This is an optimization exercise on Yosys and OpenROAD, whose aim is small area, a short achievable clock period and few clock cycles, not a production implementation.
At most, simulation tests tie the RTL to the original design; equivalence was not proved.

the previous run:
## go_rainbow
module go_rainbow (
    input  wire        clk,
    input  wire        rst,            
    input  wire        step_valid,
    output wire        step_ready,
    input  wire [31:0] now,
    input  wire [7:0]  sat,
    input  wire [7:0]  val,
    output wire        pincfg_valid,
    output wire        pincfg_pin,     
    input  wire        pin_ack_valid,
    input  wire        pin_ack_ok,
    output wire        hb_en,          
    output wire        hb_level,
    output wire        idle_yield,
    output wire        px_valid,
    output wire [31:0] px_data,
    input  wire        px_ready,
    output reg  [1:0]  fault           
);
clock: 24.0 ns
lec_check: 0
abc_area: 1
cap_margin: 20
core_margin: 2
core_utilization: 40
slew_margin: 20
run.sh (not shown) runs the stock make flow with config.mk's settings and CLKGATE_MAP_FILE= SYNTH_SCRIPT=/design/flow/synth_recipe.tcl, a recipe that flattens the netlist after the stock synthesis.
What the current run does differently from the previous run at the input level:
--- a/flow/design.v
+++ b/flow/design.v
@@ -435,35 +435,32 @@
       | ({5{r5f[2]}} & ((r8[1:0] == 2'd0) ? 5'd12 : (r8[1:0] == 2'd1) ? 5'd17 : (r8[1:0] == 2'd2) ? 5'd2 : (r8[1:0] == 2'd3) ? 5'd7 : 5'd0))
       | ({5{r5f[3]}} & ((r8[1:0] == 2'd0) ? 5'd8 : (r8[1:0] == 2'd1) ? 5'd13 : (r8[1:0] == 2'd2) ? 5'd18 : (r8[1:0] == 2'd3) ? 5'd3 : 5'd0))
       | ({5{r5f[4]}} & ((r8[1:0] == 2'd0) ? 5'd4 : (r8[1:0] == 2'd1) ? 5'd9 : (r8[1:0] == 2'd2) ? 5'd14 : (r8[1:0] == 2'd3) ? 5'd19 : 5'd0));
     wire [31:0] x = now;
     wire [31:0] y = ~nq;
     wire [31:0] p = x ^ y;
     wire [31:0] g = x & y;
     wire [31:0] t = x | y;
     wire [31:1] eqz = ~(p[31:1] ^ t[30:0]);
     wire [31:1] eqo =  (p[31:1] ^ g[30:0]);
-    wire       l9_C = now[8:0] >= nq[8:0];
-    wire       l6_C = now[5:0] >= nq[5:0];
-    wire       l5_C = now[4:0] >= nq[4:0];
-    wire [9:0] l9_X = {1'b0, now[8:0]} + {1'b0, ~nq[8:0]} + {1'b0, d_hb}  + 10'd1;
-    wire [6:0] l6_X = {1'b0, now[5:0]} + {1'b0, ~nq[5:0]} + {1'b0, d_hue} + 7'd1;
-    wire [5:0] l5_X = {1'b0, now[4:0]} + {1'b0, ~nq[4:0]} + {1'b0, d_fr}  + 6'd1;
-    wire z9 = (&eqz[31:10]) & (p[9] == l9_C);
-    wire o9 = (&eqo[31:10]) & (p[9] != l9_C);
-    wire z6 = (&eqz[31:7])  & (p[6] == l6_C);
-    wire o6 = (&eqo[31:7])  & (p[6] != l6_C);
-    wire z5 = (&eqz[31:6])  & (p[5] == l5_C);
-    wire o5 = (&eqo[31:6])  & (p[5] != l5_C);
-    wire [9:0] s_hb  = {l9_X[9] ^ l9_C, l9_X[8:0]};
-    wire [6:0] s_hue = {l6_X[6] ^ l6_C, l6_X[5:0]};
-    wire [5:0] s_fr  = {l5_X[5] ^ l5_C, l5_X[4:0]};
+    wire [9:0] lo9 = {1'b0, now[8:0]} + {1'b0, ~nq[8:0]} + 10'd1;
+    wire [6:0] lo6 = {1'b0, now[5:0]} + {1'b0, ~nq[5:0]} + 7'd1;
+    wire [5:0] lo5 = {1'b0, now[4:0]} + {1'b0, ~nq[4:0]} + 6'd1;
+    wire z9 = (&eqz[31:10]) & (p[9] == lo9[9]);
+    wire o9 = (&eqo[31:10]) & (p[9] != lo9[9]);
+    wire z6 = (&eqz[31:7])  & (p[6] == lo6[6]);
+    wire o6 = (&eqo[31:7])  & (p[6] != lo6[6]);
+    wire z5 = (&eqz[31:6])  & (p[5] == lo5[5]);
+    wire o5 = (&eqo[31:6])  & (p[5] != lo5[5]);
+    wire [9:0] s_hb  = {1'b0, lo9[8:0]} + {1'b0, d_hb};
+    wire [6:0] s_hue = {1'b0, lo6[5:0]} + {1'b0, d_hue};
+    wire [5:0] s_fr  = {1'b0, lo5[4:0]} + {1'b0, d_fr};
     wire ovf_hue = o6 & s_hue[6];
     wire ovf_fr  = o5 & s_fr[5];
     wire due_hb  = !((z9 & !s_hb[9]) | (o9 & s_hb[9]));
     wire due_hue = !((z6 & !s_hue[6] & (s_hue[5:0] < 6'd40)) | ovf_hue);
     wire due_fr  = !((z5 & !s_fr[5]  & (s_fr[4:0]  < 5'd20)) | ovf_fr);
     wire [15:0] wg1, wp1;
     wire [7:0]  wg2, wp2;
     wire [3:0]  wg3, wp3;
     wire [1:0]  wg4, wp4;
     genvar gi;
Results
Compared with the previous run, the current run shows average vias per placed instance higher by 0.090. Area growth from synthesis to final layout in the current run vs the previous run: down 0.36 points. Compared with the previous run, the current run shows a lower last weighted congestion value of the routability-driven placer. In the current run relative to the previous run, number of cells on the worst reg-to-reg path had gone down by more than 10%. Number of tap cells added at floorplan: the current run < the previous run. Placed wire-length estimate after detailed placement was higher in the previous run than in the current run. Measured against each other, the previous run and the current run differ in synthesized netlist cell count, the lower figure coming from the current run. The current run: count of multi-input gates lower than the previous run. The current run ended up with now[2] as its startpoint of the most critical setup path; the previous run ended up with now[3]. STATUS fmax: the current run wins against the previous run.
Testbench counts of the current run, summed over its fixed seeds: cycles 51,432.
No functional check of the RTL was part of the previous run.

[static timing again, ports no longer ideal]
How much do the figures lean on ideal ports? The routed layouts below were timed once more, with nothing changed but the port constraints.
Step 1 (the two cells are an assumption about what drives the block):
set clk [get_ports {clk}]
set_driving_cell -lib_cell sky130_fd_sc_hd__clkbuf_16 $clk
set_driving_cell -lib_cell sky130_fd_sc_hd__buf_2 [delete_from_list [all_inputs] $clk]
Step 2 adds t to the input delays and takes it off the output delays; t is the mean of the earliest and latest rising clock arrival at the registers after step 1. Input paths then give back, and output paths get back, about the clock's delay inside the block.
Slacks: no drivers / after step 1 / after step 2; pairs: no drivers / after step 1.
| run | t, ns | setup WS [ns] | worst setup path after step 2 | worst slew at a driven data input, ns |
|---|---|---|---|---|
| the previous run | 0.545 | 16.161 / 16.183 / 15.638 | input to register | 0.04 |
| the current run | 0.528 | 16.215 / 16.246 / 15.717 | input to register | 0.05 |
After both steps setup and hold are still met in every run listed. For the previous run, which loses most, drivers alone change the setup slack by +0.022 ns; drivers and shift together by -0.523 ns.
